Context: an optimization exercise on an open-source flow, tuned for a short achievable clock period and few clock cycles. The choices shown serve that exercise and are no tape-out recipe. Only simulation tests tie the RTL to the original design; equivalence was not proved. Power is estimated from default activity; no workload was simulated.

==> flow/design.v (excerpt) <==
module adc16_tapcal (
    input  wire         clk,
    input  wire         rst,           
    input  wire         start,         
    input  wire [7:0]   cfg_deskew,    
    input  wire [15:0]  cfg_iter,      
    input  wire [15:0]  cfg_snaplen,   
    output wire         busy,
    output reg          done,          
    output reg          done_err,      
    output reg          ev_valid,
    input  wire         ev_ready,
    output reg  [1:0]   ev_op,         
    output reg  [4:0]   ev_tap,
    output reg  [7:0]   ev_mask,
    input  wire         smp_valid,
    input  wire [31:0]  smp_data,
    input  wire         cap_fail,
    output reg          err_valid,
    output reg  [4:0]   err_tap,
    output wire [255:0] err_count,     
    output wire [63:0]  cal_result,    
    output wire [255:0] good_map,      
    output reg          heur_slip
);
For scale: ~5200 cells after synthesis, ~870 flip-flops, ~680 I/O pins, roughly 42000 sq um of cells after synthesis.
==> flow/config.mk <==
export PLATFORM = sky130hd
export DESIGN_NAME = adc16_tapcal
export DESIGN_NICKNAME = adc16_tapcal
export VERILOG_FILES = /design/flow/design.v
export SDC_FILE = /design/flow/constraint.sdc
export NUM_CORES = 4
export LEC_CHECK = 0
export ABC_CLOCK_PERIOD_IN_PS = 3000
export CAP_MARGIN = 20
export CORE_MARGIN = 2
export CORE_UTILIZATION = 46
export CTS_CLUSTER_DIAMETER = 100
export CTS_CLUSTER_SIZE = 20
export SLEW_MARGIN = 20
==> flow/constraint.sdc <==
create_clock -name core_clock -period 22.0 [get_ports {clk}]
set_input_delay 4.4000 -clock core_clock [delete_from_list [all_inputs] [get_ports {clk}]]
set_output_delay 4.4000 -clock core_clock [all_outputs]
set_load 0.01 [all_outputs]
standard.sh (not shown) runs the stock make flow with config.mk's settings and CLKGATE_MAP_FILE= SYNTH_SCRIPT=/design/flow/synth_recipe.tcl, a recipe that flattens the netlist after the stock synthesis.
==> flow/flow/run.sh <==
#!/bin/bash
set -euo pipefail
bash standard.sh SETUP_SLACK_MARGIN=17 \
  "GLOBAL_PLACEMENT_ARGS=-timing_driven_net_weight_max 4 -timing_driven_nets_percentage 10" \
  finish > flow_make.log 2>&1
The starting point passed the timing, DRC and antenna checks.
Testbench counts at the start, summed over its fixed seeds: cycles 198,242.
Edit:
Settings changed: CORE_UTILIZATION 46 to 40, CTS_CLUSTER_DIAMETER 100 to not set, CTS_CLUSTER_SIZE 20 to not set.
Utilization shrinks by 6.0 points.
Synthesized area is unchanged.
Register-to-register slack improved by 0.11 ns.
Count of clock-buffer cells in the layout climbs by 76.
Total power goes up by about 27%.
Fmax barely changes.
Sequential power is about the same.
Setup slack degrades by 0.013 ns.
Edit:
Settings changed: CTS_CLUSTER_DIAMETER set to 100, CTS_CLUSTER_SIZE set to 20.
Outcome:
- count of clock-buffer cells in the layout falls by 73
- utilization is lower by 1.8 points
- worst hold slack stays flat
- wire length went down slightly
- setup slack is about the same
- global-route usage fell by 0.34 points


## run A
adc16_tapcal, a different RTL version from the one above (not shown whole).
Size in the first run: about 5,700 cells after synthesis, ~48,000 um^2 of cells after synthesis.
clock: 22.0 ns
lec_check: 0
cap_margin: 20
core_margin: 2
core_utilization: 40
slew_margin: 20
==> flow/flow/run.sh <==
#!/bin/bash
set -euo pipefail
bash standard.sh SETUP_SLACK_MARGIN=17 finish > flow_make.log 2>&1
Testbench counts of run A, summed over its fixed seeds: cycles 198,242.
## Diff of input files: run B against run A
Settings: ABC_CLOCK_PERIOD_IN_PS now 3000, previously not set; CORE_UTILIZATION now 55, was 40.
### Flow results
- Run status, run B: aborted in 5_1_grt, error GRT-0232
- From run B to run A, simple-gate share of the synthesized area did not move at all.
- Side by side, number of rows in the core area turned out lower in run B than in run A.
- Number of buffers created by CTS for run B: 7.7% down relative to run A
- Worst setup timing slack at the placement stage (lower): run A
- Die height (lower): run B
- Run B against run A: count of cells resized by post-cts repair now sits higher, cell total after placement decreased about 6%, post-DP HPWL went down, starting density of the core has increased.
Edits applied to the flow inputs when going from run B to run C:
Settings: CORE_UTILIZATION now 40, was 55; ABC_CLOCK_PERIOD_IN_PS no longer set, was 3000.
==> flow/run.sh (new file) <==
#!/bin/bash
# synth_recipe.tcl (not shown) runs the flow's synth.tcl, then flattens the netlist and writes it again
# the make line also repeats each setting of config.mk as NAME=value (left out here)
make -C /OpenROAD-flow-scripts/flow DESIGN_CONFIG=/design/flow/config.mk WORK_HOME=/design/flow/orfs CLKGATE_MAP_FILE= SYNTH_SCRIPT=/design/flow/synth_recipe.tcl finish
removed: flow/flow/run.sh
removed: flow/standard.sh
Results
- Per the comparison of run C with run B, TritonCTS buffer count saw an increase; number of cell rows picked up an extra 18%; multiplexer share of the synthesized area held.
- Run C was carried through to the last stage, and its layout satisfied the timing, DRC and antenna checks.

## port drivers added, routing unchanged
No port has a modelled driver above. Below, the same layouts with a new extraction and two added sets of constraints. Step 1: set_driving_cell puts a clkbuf_16 on clk and a buf_2 on each other input, an assumption about the parent block. Step 2, shift: input delay + t, output delay - t, t = (earliest + latest rising clock arrival at the registers) / 2. This alone moves slack from input paths to output paths. a / b / c = ideal / step 1 / step 2; a / b = the first two.
| run | shift t [ns] | setup slack, ns | slew at the worst register clock pin (ns) | pins driven straight from the clock port |
|---|---|---|---|---|
| the first run of note 1 | 0.758 | 16.375 / 16.298 / 16.316 | 0.10 / 0.10 | 1 |
| the second run of note 1 | 0.774 | 16.362 / 16.284 / 16.296 | 0.07 / 0.07 | 1 |
| the third run of note 1 | 0.774 | 16.364 / 16.281 / 16.296 | 0.10 / 0.10 | 1 |
| run A | 0.814 | 16.006 / 15.923 / 15.729 | 0.07 / 0.07 | 1 |
| run C | 0.798 | 14.469 / 14.517 / 13.719 | 0.07 / 0.07 | 1 |
After both steps setup and hold are still met in every run listed. For run C, which loses most, drivers alone change the setup slack by +0.048 ns; drivers and shift together by -0.750 ns.
